From an optimization exercise on the open Yosys and OpenROAD flow, aimed at small area, a short achievable clock period and few clock cycles; shortcuts taken in it are not production practice. RTL that was checked went through simulation tests only; none was proved equivalent to the original. Power is estimated from default activity; no workload was simulated.

==> flow/design.v <==
module cpu4 (
    input  wire       clk,
    input  wire       rst,         
    output wire [7:0] rom_addr,
    input  wire [7:0] rom_data,
    input  wire       img_we,
    input  wire [3:0] img_addr,
    input  wire [3:0] img_data,
    input  wire       in_valid,
    input  wire [3:0] in_data,
    input  wire [3:0] sw_toggle,
    output wire       out_valid,
    output wire [3:0] out_data,
    output wire [3:0] led,
    output wire [3:0] sw,
    output wire       waiting,
    output wire       halted
);
    reg  [7:0] pc;
    reg  [7:0] ir;            
    reg        iv;            
    reg  [3:0] opv;           
    reg        c_sta;         
    reg        c_stai;        
    reg        c_push;        
    reg        c_zmod;        
    reg        c_cmod;        
    reg        c_kill;        
    reg        c_stk;         
    reg        clr_p;         
    reg        jp;            
    reg  [3:0] acc;
    reg        zf, cf;
    reg  [3:0] spm;           
    reg        s_empty;       
    reg        s_full;        
    reg  [3:0] ram   [0:15];
    reg  [7:0] stack [0:15];  
    reg  [3:0] led_r;
    reg  [3:0] sw_r;
    reg        wt;            
    reg        ht;            
    reg        ov;            
    wire [3:0] op = ir[7:4];
    wire [3:0] n  = ir[3:0];
    wire       e_ext  = (op == 4'hF);
    wire       e_rst  = iv & e_ext & (n == 4'h1);
    wire       e_pop  = iv & e_ext & (n == 4'h5) & ~s_empty;
    wire       e_ret  = iv & e_ext & (n == 4'h6) & ~s_empty;    
    wire       e_push = iv & c_push & ~s_full;
    wire       kill   = iv & c_kill;
    wire [7:0] stk_top = stack[spm];
    wire [3:0] ram_ind = ram[opv];
    wire [4:0] sum     = {1'b0, acc} + {1'b0, opv};
    wire [4:0] diff    = {1'b0, acc} - {1'b0, opv};
    wire [3:0] negacc  = 4'd0 - acc;
    wire [7:0] pc_inc  = pc + 8'd1;
    wire [7:0] pc_inc2 = pc + 8'd2;
    wire       opv_z   = (opv == 4'd0);
    wire       acc_z   = (acc == 4'd0);
    wire       eq      = (opv == acc);
    reg  [3:0] acc_e;
    reg        zf_e, cf_e;
    always @(*) begin
        acc_e = acc;
        zf_e  = zf;
        cf_e  = cf;
        case (op)
        4'h1: begin acc_e = opv; zf_e = opv_z; end
        4'h2: begin acc_e = n; zf_e = (n == 4'd0); end
        4'h4: begin acc_e = sum[3:0]; cf_e = sum[4]; zf_e = (opv == negacc); end
        4'h5: begin acc_e = diff[3:0]; cf_e = diff[4]; zf_e = eq; end
        4'h6: begin acc_e = acc & opv; zf_e = ((acc & opv) == 4'd0); end
        4'h7: begin acc_e = acc | opv; zf_e = acc_z & opv_z; end
        4'h8: begin acc_e = acc ^ opv; zf_e = eq; end
        4'h9: begin acc_e = ram_ind; zf_e = (ram_ind == 4'd0); end
        4'hF: begin
            case (n)
            4'h1: begin acc_e = 4'd0; zf_e = 1'b0; cf_e = 1'b0; end
            4'h3: begin acc_e = ~acc; zf_e = (acc == 4'hF); end
            4'h5: if (!s_empty) acc_e = stk_top[3:0];
            default: ;
            endcase
        end
        default: ;
        endcase
    end
    wire       ram_clr = rst | clr_p;
    wire [3:0] ram_wd  = ram_clr ? 4'd0 : img_we ? img_data : wt ? in_data : acc;
    integer i;
    always @(posedge clk) begin
        for (i = 0; i < 16; i = i + 1)
            if (ram_clr || (img_we && img_addr == i) || (wt && in_valid && i == 14) ||
                (iv && c_sta && n == i) || (iv && c_stai && opv == i))
                ram[i] <= ram_wd;
    end
    wire [7:0] stk_wd = (op == 4'hE) ? pc_inc : {4'd0, acc};
    always @(posedge clk) begin
        for (i = 0; i < 16; i = i + 1)
            if (e_push && spm == ((i + 15) % 16))
                stack[i] <= stk_wd;
    end
    wire [3:0] f_op  = rom_data[7:4];
    wire [3:0] f_n   = rom_data[3:0];
    wire       f_ret = (rom_data == 8'hF6);
    wire       f_br  = ~jp & iv & (((f_op == 4'hC) & c_zmod) | ((f_op == 4'hD) & c_cmod) |
                                   (f_ret & c_stk));
    wire       f_go  = ~kill & ~ht & ~wt & ~img_we & ~clr_p & ~f_br;
    wire       f_fwd = iv & ((c_sta & (n == f_n)) | (c_stai & (opv == f_n)));
    wire [3:0] f_opv = f_fwd ? acc : ram[f_n];
    wire       d_zmod = (f_op == 4'h1) | (f_op == 4'h2) | (f_op == 4'h4) | (f_op == 4'h5) |
                        (f_op == 4'h6) | (f_op == 4'h7) | (f_op == 4'h8) | (f_op == 4'h9) |
                        (rom_data == 8'hF3);
    wire       d_cmod = (f_op == 4'h4) | (f_op == 4'h5);
    wire       d_kill = (rom_data == 8'h1E) | (rom_data == 8'hF0) | (rom_data == 8'hF1);
    wire       d_stk  = (f_op == 4'hE) | (rom_data == 8'hF4) | (rom_data == 8'hF5) | f_ret;
    always @(posedge clk) begin
        ir     <= rom_data;
        opv    <= f_opv;
        c_sta  <= (f_op == 4'h3);
        c_stai <= (f_op == 4'hA);
        c_push <= (f_op == 4'hE) | (rom_data == 8'hF4);
        c_zmod <= d_zmod;
        c_cmod <= d_cmod;
        c_kill <= d_kill;
        c_stk  <= d_stk;
    end
    always @(posedge clk) begin
        if (rst) begin
            pc      <= 8'd0;
            iv      <= 1'b0;
            jp      <= 1'b0;
            acc     <= 4'd0;
            zf      <= 1'b0;
            cf      <= 1'b0;
            spm     <= 4'd15;
            s_empty <= 1'b1;
            s_full  <= 1'b0;
            led_r   <= 4'd0;
            wt      <= 1'b0;
            ht      <= 1'b0;
            ov      <= 1'b0;
            clr_p   <= 1'b0;
        end else begin
            clr_p <= e_rst;
            ov <= iv & (ir == 8'hF2);
            if (iv) begin
                acc <= acc_e;
                zf  <= zf_e;
                cf  <= cf_e;
            end else if (wt && in_valid) begin
                acc <= in_data;
                zf  <= (in_data == 4'd0);
                wt  <= 1'b0;
            end
            if (iv && ir == 8'h1E) wt <= 1'b1;
            if (iv && ir == 8'hF0) ht <= 1'b1;
            if (iv && c_sta && n == 4'd15) led_r <= acc;
            if (e_push) begin
                spm     <= spm + 4'd1;
                s_empty <= 1'b0;
                s_full  <= (spm == 4'd14);
            end
            if (e_pop || e_ret) begin
                spm     <= spm - 4'd1;
                s_full  <= 1'b0;
                s_empty <= (spm == 4'd0);
            end
            if (e_rst) begin
                spm     <= 4'd15;
                s_empty <= 1'b1;
                s_full  <= 1'b0;
                led_r   <= 4'd0;
            end
            if (e_rst) pc <= 8'd0;
            iv <= 1'b0;
            if (f_go) begin
                if (jp) begin
                    pc <= rom_data;
                    jp <= 1'b0;
                end else begin
                    case (f_op)
                    4'hB: begin
                        pc <= pc_inc;
                        jp <= 1'b1;
                    end
                    4'hC: begin
                        if (zf) begin pc <= pc_inc; jp <= 1'b1; end
                        else pc <= pc_inc2;
                    end
                    4'hD: begin
                        if (cf) begin pc <= pc_inc; jp <= 1'b1; end
                        else pc <= pc_inc2;
                    end
                    default: begin
                        pc     <= (f_ret && !s_empty) ? stk_top : pc_inc;
                        jp     <= (f_op == 4'hE);
                        iv     <= 1'b1;
                    end
                    endcase
                end
            end
        end
    end
    always @(posedge clk) begin
        if (rst)
            sw_r <= 4'd0;
        else
            sw_r <= sw_r ^ sw_toggle;
    end
    assign rom_addr  = pc;
    assign out_valid = ov;
    assign out_data  = acc;
    assign led       = led_r;
    assign sw        = sw_r;
    assign waiting   = wt;
    assign halted    = ht;
endmodule
export LEC_CHECK = 0
export ABC_CLOCK_PERIOD_IN_PS = 2200
export CAP_MARGIN = 20
export CORE_MARGIN = 2
export CORE_UTILIZATION = 40
export SETUP_SLACK_MARGIN = 2.6
export SLEW_MARGIN = 20
create_clock -name core_clock -period 5.0 [get_ports {clk}]
standard.sh (not shown) runs the stock make flow with config.mk's settings and CLKGATE_MAP_FILE= SYNTH_SCRIPT=/design/flow/synth_recipe.tcl, a recipe that flattens the netlist after the stock synthesis.
==> flow/flow/run.sh <==
#!/bin/bash
# The standard layout (standard.sh: the standard flow's synthesis and ORFS flow, unchanged),
# with the ports buffered by sky130_fd_sc_hd__buf_2 instead of the cell
# buffer_ports picks by default. Every port still gets its own buffer.
set -euo pipefail
export BUFFER_PORTS_ARGS="-buffer_cell sky130_fd_sc_hd__buf_2"
bash standard.sh finish > standard.log 2>&1
The baseline went through all stages and came out clean.
Testbench counts at the start, summed over its fixed seeds: cycles 119,591.
Change:
--- a/flow/design.v
+++ b/flow/design.v
@@ -27,6 +27,4 @@
     reg        c_cmod;        
     reg        c_kill;        
-    reg        c_stk;         
-    reg        clr_p;         
     reg        jp;            
     reg  [3:0] acc;
@@ -47,5 +45,5 @@
     wire       e_rst  = iv & e_ext & (n == 4'h1);
     wire       e_pop  = iv & e_ext & (n == 4'h5) & ~s_empty;
-    wire       e_ret  = iv & e_ext & (n == 4'h6) & ~s_empty;    
+    wire       e_ret  = iv & e_ext & (n == 4'h6) & ~s_empty;
     wire       e_push = iv & c_push & ~s_full;
     wire       kill   = iv & c_kill;
@@ -86,5 +84,5 @@
         endcase
     end
-    wire       ram_clr = rst | clr_p;
+    wire       ram_clr = rst | e_rst;
     wire [3:0] ram_wd  = ram_clr ? 4'd0 : img_we ? img_data : wt ? in_data : acc;
     integer i;
@@ -103,8 +101,6 @@
     wire [3:0] f_op  = rom_data[7:4];
     wire [3:0] f_n   = rom_data[3:0];
-    wire       f_ret = (rom_data == 8'hF6);
-    wire       f_br  = ~jp & iv & (((f_op == 4'hC) & c_zmod) | ((f_op == 4'hD) & c_cmod) |
-                                   (f_ret & c_stk));
-    wire       f_go  = ~kill & ~ht & ~wt & ~img_we & ~clr_p & ~f_br;
+    wire       f_br  = ~jp & iv & (((f_op == 4'hC) & c_zmod) | ((f_op == 4'hD) & c_cmod));
+    wire       f_go  = ~kill & ~ht & ~wt & ~img_we & ~f_br;
     wire       f_fwd = iv & ((c_sta & (n == f_n)) | (c_stai & (opv == f_n)));
     wire [3:0] f_opv = f_fwd ? acc : ram[f_n];
@@ -113,17 +109,6 @@
                         (rom_data == 8'hF3);
     wire       d_cmod = (f_op == 4'h4) | (f_op == 4'h5);
-    wire       d_kill = (rom_data == 8'h1E) | (rom_data == 8'hF0) | (rom_data == 8'hF1);
-    wire       d_stk  = (f_op == 4'hE) | (rom_data == 8'hF4) | (rom_data == 8'hF5) | f_ret;
-    always @(posedge clk) begin
-        ir     <= rom_data;
-        opv    <= f_opv;
-        c_sta  <= (f_op == 4'h3);
-        c_stai <= (f_op == 4'hA);
-        c_push <= (f_op == 4'hE) | (rom_data == 8'hF4);
-        c_zmod <= d_zmod;
-        c_cmod <= d_cmod;
-        c_kill <= d_kill;
-        c_stk  <= d_stk;
-    end
+    wire       d_kill = (rom_data == 8'h1E) | (rom_data == 8'hF0) | (rom_data == 8'hF1) |
+                        (rom_data == 8'hF6);
     always @(posedge clk) begin
         if (rst) begin
@@ -141,7 +126,5 @@
             ht      <= 1'b0;
             ov      <= 1'b0;
-            clr_p   <= 1'b0;
         end else begin
-            clr_p <= e_rst;
             ov <= iv & (ir == 8'hF2);
             if (iv) begin
@@ -173,4 +156,5 @@
                 led_r   <= 4'd0;
             end
+            if (e_ret) pc <= stk_top;
             if (e_rst) pc <= 8'd0;
             iv <= 1'b0;
@@ -194,7 +178,15 @@
                     end
                     default: begin
-                        pc     <= (f_ret && !s_empty) ? stk_top : pc_inc;
+                        pc     <= pc_inc;
                         jp     <= (f_op == 4'hE);
+                        ir     <= rom_data;
+                        opv    <= f_opv;
                         iv     <= 1'b1;
+                        c_sta  <= (f_op == 4'h3);
+                        c_stai <= (f_op == 4'hA);
+                        c_push <= (f_op == 4'hE) | (rom_data == 8'hF4);
+                        c_zmod <= d_zmod;
+                        c_cmod <= d_cmod;
+                        c_kill <= d_kill;
                     end
                     endcase
Outcome:
- The new run ran to the end with no violations
- combinational power decreases slightly
- first-iteration DRC count increases by a quarter to a third
- non-clock buffer count increases by 13
- flip-flop and latch count decreases by 2
- worst setup slack got worse by 0.024 ns
- synthesized cell count decreases by a few percent
- clock skew increases by 0.030 ns
- wire length decreases by a few percent
The RTL of the second run of this note was laid out without a check of its function.

* * *

run A:
// cpu4: RTL as listed in full above, without the edits since
clock: 5.0 ns
lec_check: 0
abc_clock_period_in_ps: 2200
cap_margin: 20
core_margin: 2
core_utilization: 40
cts_buf_list: sky130_fd_sc_hd__clkbuf_16
cts_cluster_diameter: 80
cts_cluster_size: 22
setup_slack_margin: 2.6
slew_margin: 20
Scripts as last shown in full above: flow/flow/run.sh
Testbench counts of run A, summed over its fixed seeds: cycles 119,591.
[inputs] run B vs run A
--- a/flow/design.v
+++ b/flow/design.v
@@ -24,8 +24,4 @@
     reg        c_stai;        
     reg        c_push;        
-    reg        c_zmod;        
-    reg        c_cmod;        
-    reg        c_kill;        
-    reg        c_stk;         
     reg        clr_p;         
     reg        jp;            
@@ -49,5 +45,10 @@
     wire       e_ret  = iv & e_ext & (n == 4'h6) & ~s_empty;    
     wire       e_push = iv & c_push & ~s_full;
-    wire       kill   = iv & c_kill;
+    wire       e_zmod = (op == 4'h1) | (op == 4'h2) | (op == 4'h4) | (op == 4'h5) |
+                        (op == 4'h6) | (op == 4'h7) | (op == 4'h8) | (op == 4'h9) |
+                        (ir == 8'hF3);
+    wire       e_cmod = (op == 4'h4) | (op == 4'h5);
+    wire       e_stk  = (op == 4'hE) | (ir == 8'hF4) | (ir == 8'hF5) | (ir == 8'hF6);
+    wire       kill   = iv & ((ir == 8'h1E) | (ir == 8'hF0) | (ir == 8'hF1));
     wire [7:0] stk_top = stack[spm];
     wire [3:0] ram_ind = ram[opv];
@@ -104,15 +105,9 @@
     wire [3:0] f_n   = rom_data[3:0];
     wire       f_ret = (rom_data == 8'hF6);
-    wire       f_br  = ~jp & iv & (((f_op == 4'hC) & c_zmod) | ((f_op == 4'hD) & c_cmod) |
-                                   (f_ret & c_stk));
+    wire       f_br  = ~jp & iv & (((f_op == 4'hC) & e_zmod) | ((f_op == 4'hD) & e_cmod) |
+                                   (f_ret & e_stk));
     wire       f_go  = ~kill & ~ht & ~wt & ~img_we & ~clr_p & ~f_br;
     wire       f_fwd = iv & ((c_sta & (n == f_n)) | (c_stai & (opv == f_n)));
     wire [3:0] f_opv = f_fwd ? acc : ram[f_n];
-    wire       d_zmod = (f_op == 4'h1) | (f_op == 4'h2) | (f_op == 4'h4) | (f_op == 4'h5) |
-                        (f_op == 4'h6) | (f_op == 4'h7) | (f_op == 4'h8) | (f_op == 4'h9) |
-                        (rom_data == 8'hF3);
-    wire       d_cmod = (f_op == 4'h4) | (f_op == 4'h5);
-    wire       d_kill = (rom_data == 8'h1E) | (rom_data == 8'hF0) | (rom_data == 8'hF1);
-    wire       d_stk  = (f_op == 4'hE) | (rom_data == 8'hF4) | (rom_data == 8'hF5) | f_ret;
     always @(posedge clk) begin
         ir     <= rom_data;
@@ -121,8 +116,4 @@
         c_stai <= (f_op == 4'hA);
         c_push <= (f_op == 4'hE) | (rom_data == 8'hF4);
-        c_zmod <= d_zmod;
-        c_cmod <= d_cmod;
-        c_kill <= d_kill;
-        c_stk  <= d_stk;
     end
     always @(posedge clk) begin
Notes after the runs:
Run B against run A: final hold violation count flat, minimum period implied by the final worst setup slack rose 120 ps, distinct cell type count of the synthesized netlist shows a reduction of 7.
Taking run A as the reference, in run B cell area after technology mapping decreased about 1%, first-iteration DRC count decreased about 5%, share of the clock period used by the worst path after layout increased 2.3 points.
The RTL of run B was laid out without a check of its function.

* * *

rev 12:
cpu4, a different RTL version from the one above (not shown whole).
Size in the first run: roughly 950 cells after synthesis, about 250 flip-flops, roughly 51 I/O pins.
Settings: LEC_CHECK=0, CAP_MARGIN=20, CORE_MARGIN=2, CORE_UTILIZATION=40, CTS_BUF_LIST=sky130_fd_sc_hd__clkbuf_16, CTS_CLUSTER_DIAMETER=80, CTS_CLUSTER_SIZE=22, SETUP_SLACK_MARGIN=2.7, SLEW_MARGIN=20; clock period 5.0 ns.
Scripts as last shown in full above: flow/flow/run.sh
Setup changes, rev 12 to rev 13
--- a/flow/design.v
+++ b/flow/design.v
@@ -80,40 +80,43 @@
             4'h3: begin acc_e = ~acc; zs_e = 1'b1; end
             4'h5: if (!s_empty) begin acc_e = stk_top[3:0]; zs_e = 1'b0; zsave_e = zf; end
             default: ;
             endcase
         end
         default: ;
         endcase
     end
     wire       ram_clr = rst | clr_p;
     wire [3:0] ram_wd  = ram_clr ? 4'd0 : img_we ? img_data : wt ? in_data : acc;
+    wire [3:0] e_wa    = c_stai ? opv : n;                
+    wire       e_we    = iv & (c_sta | c_stai);
+    wire [3:0] ram_wa  = img_we ? img_addr : wt ? 4'd14 : e_wa;
+    wire       ram_we  = img_we | (wt & in_valid) | e_we;
     integer i;
     always @(posedge clk) begin
         for (i = 0; i < 16; i = i + 1)
-            if (ram_clr || (img_we && img_addr == i) || (wt && in_valid && i == 14) ||
-                (iv && c_sta && n == i) || (iv && c_stai && opv == i))
+            if (ram_clr || (ram_we && ram_wa == i))
                 ram[4*i +: 4] <= ram_wd;
     end
     wire [7:0] stk_wd = (op == 4'hE) ? pc_inc : {4'd0, acc};
     always @(posedge clk) begin
         for (i = 0; i < 16; i = i + 1)
             if (e_push && spm == ((i + 15) % 16))
                 stack[8*i +: 8] <= stk_wd;
     end
     wire [3:0] f_op  = rom_data[7:4];
     wire [3:0] f_n   = rom_data[3:0];
     wire       f_ret = (rom_data == 8'hF6);
     wire       f_br  = ~jp & iv & (((f_op == 4'hC) & c_zmod) | ((f_op == 4'hD) & c_cmod) |
                                    (f_ret & c_stk));
     wire       f_go  = ~kill & ~ht & ~wt & ~img_we & ~clr_p & ~f_br;
-    wire       f_fwd = iv & ((c_sta & (n == f_n)) | (c_stai & (opv == f_n)));
+    wire       f_fwd = e_we & (e_wa == f_n);
     wire [3:0] f_addr = ldai1 ? opv : f_n;
     wire [3:0] f_opv = f_fwd ? acc : ram[4*f_addr +: 4];
     wire       d_zmod = (f_op == 4'h1) | (f_op == 4'h2) | (f_op == 4'h4) | (f_op == 4'h5) |
                         (f_op == 4'h6) | (f_op == 4'h7) | (f_op == 4'h8) | (f_op == 4'h9) |
                         (rom_data == 8'hF3);
     wire       d_cmod = (f_op == 4'h4) | (f_op == 4'h5);
     wire       d_kill = (rom_data == 8'h1E) | (rom_data == 8'hF0) | (rom_data == 8'hF1);
     wire       d_stk  = (f_op == 4'hE) | (rom_data == 8'hF4) | (rom_data == 8'hF5) | f_ret;
     always @(posedge clk) begin
         opv    <= f_opv;
==> run notes <==
Taking rev 12 as the reference, in rev 13 count of multi-input gates shrank by about 9%; minimum clock period shows an increase of 0.014 ns; total power -3.4%; detailed-route wire length lost about 1.7%; final setup skew moved up. For the via count, rev 13 came in 451 lower than rev 12 did. The higher routed length on met1 of rev 13 and rev 12 is in rev 12. Looking at rev 13 and rev 12, the storage element area is a wash. The lower area after detailed placement came out of rev 13. A capture point of the worst path of stack[63] is what rev 13 shows, while pc[3] belongs to rev 12.
Testbench counts of rev 13, summed over its fixed seeds: cycles 119,591.
The RTL of rev 12 was laid out without a check of its function.

==> afterwards: timing with drivers on the ports <==
In the flow no input, the clock included, has a driving cell. The finished layouts below were timed again as built, in two steps. Step 1: set_driving_cell puts a clkbuf_16 on clk and a buf_2 on each other input, an assumption about the parent block. Step 2 adds t to the input delays and takes it off the output delays; t is the mean of the earliest and latest rising clock arrival at the registers after step 1. Input paths then give back, and output paths get back, about the clock's delay inside the block. Slacks: no drivers / after step 1 / after step 2; pairs: no drivers / after step 1.
| run | t, ns | setup WS [ns] | hold slack, ns | worst setup path at the end | cell pins on the clock port's net |
|---|---|---|---|---|---|
| the first run of note 1 | 0.615 | 2.573 / 2.573 / 2.086 | 0.490 / 0.490 / 0.490 | input to register | 1 |
| the second run of note 1 | 0.608 | 2.549 / 2.549 / 2.060 | 0.478 / 0.478 / 0.478 | input to register | 1 |
| run A | 0.570 | 2.624 / 2.571 / 2.131 | 0.492 / 0.492 / 0.492 | input to register | 1 |
| run B | 0.559 | 2.508 / 2.508 / 2.052 | 0.492 / 0.492 / 0.492 | input to register | 1 |
| rev 12 | 0.542 | 2.680 / 2.613 / 2.072 | 0.456 / 0.456 / 0.456 | input to register | 1 |
| rev 13 | 0.537 | 2.666 / 2.666 / 2.201 | 0.472 / 0.472 / 0.472 | input to register | 1 |
After both steps every run listed still meets setup and hold. For rev 12, which loses most, drivers alone change the setup slack by -0.067 ns; drivers and shift together by -0.608 ns.
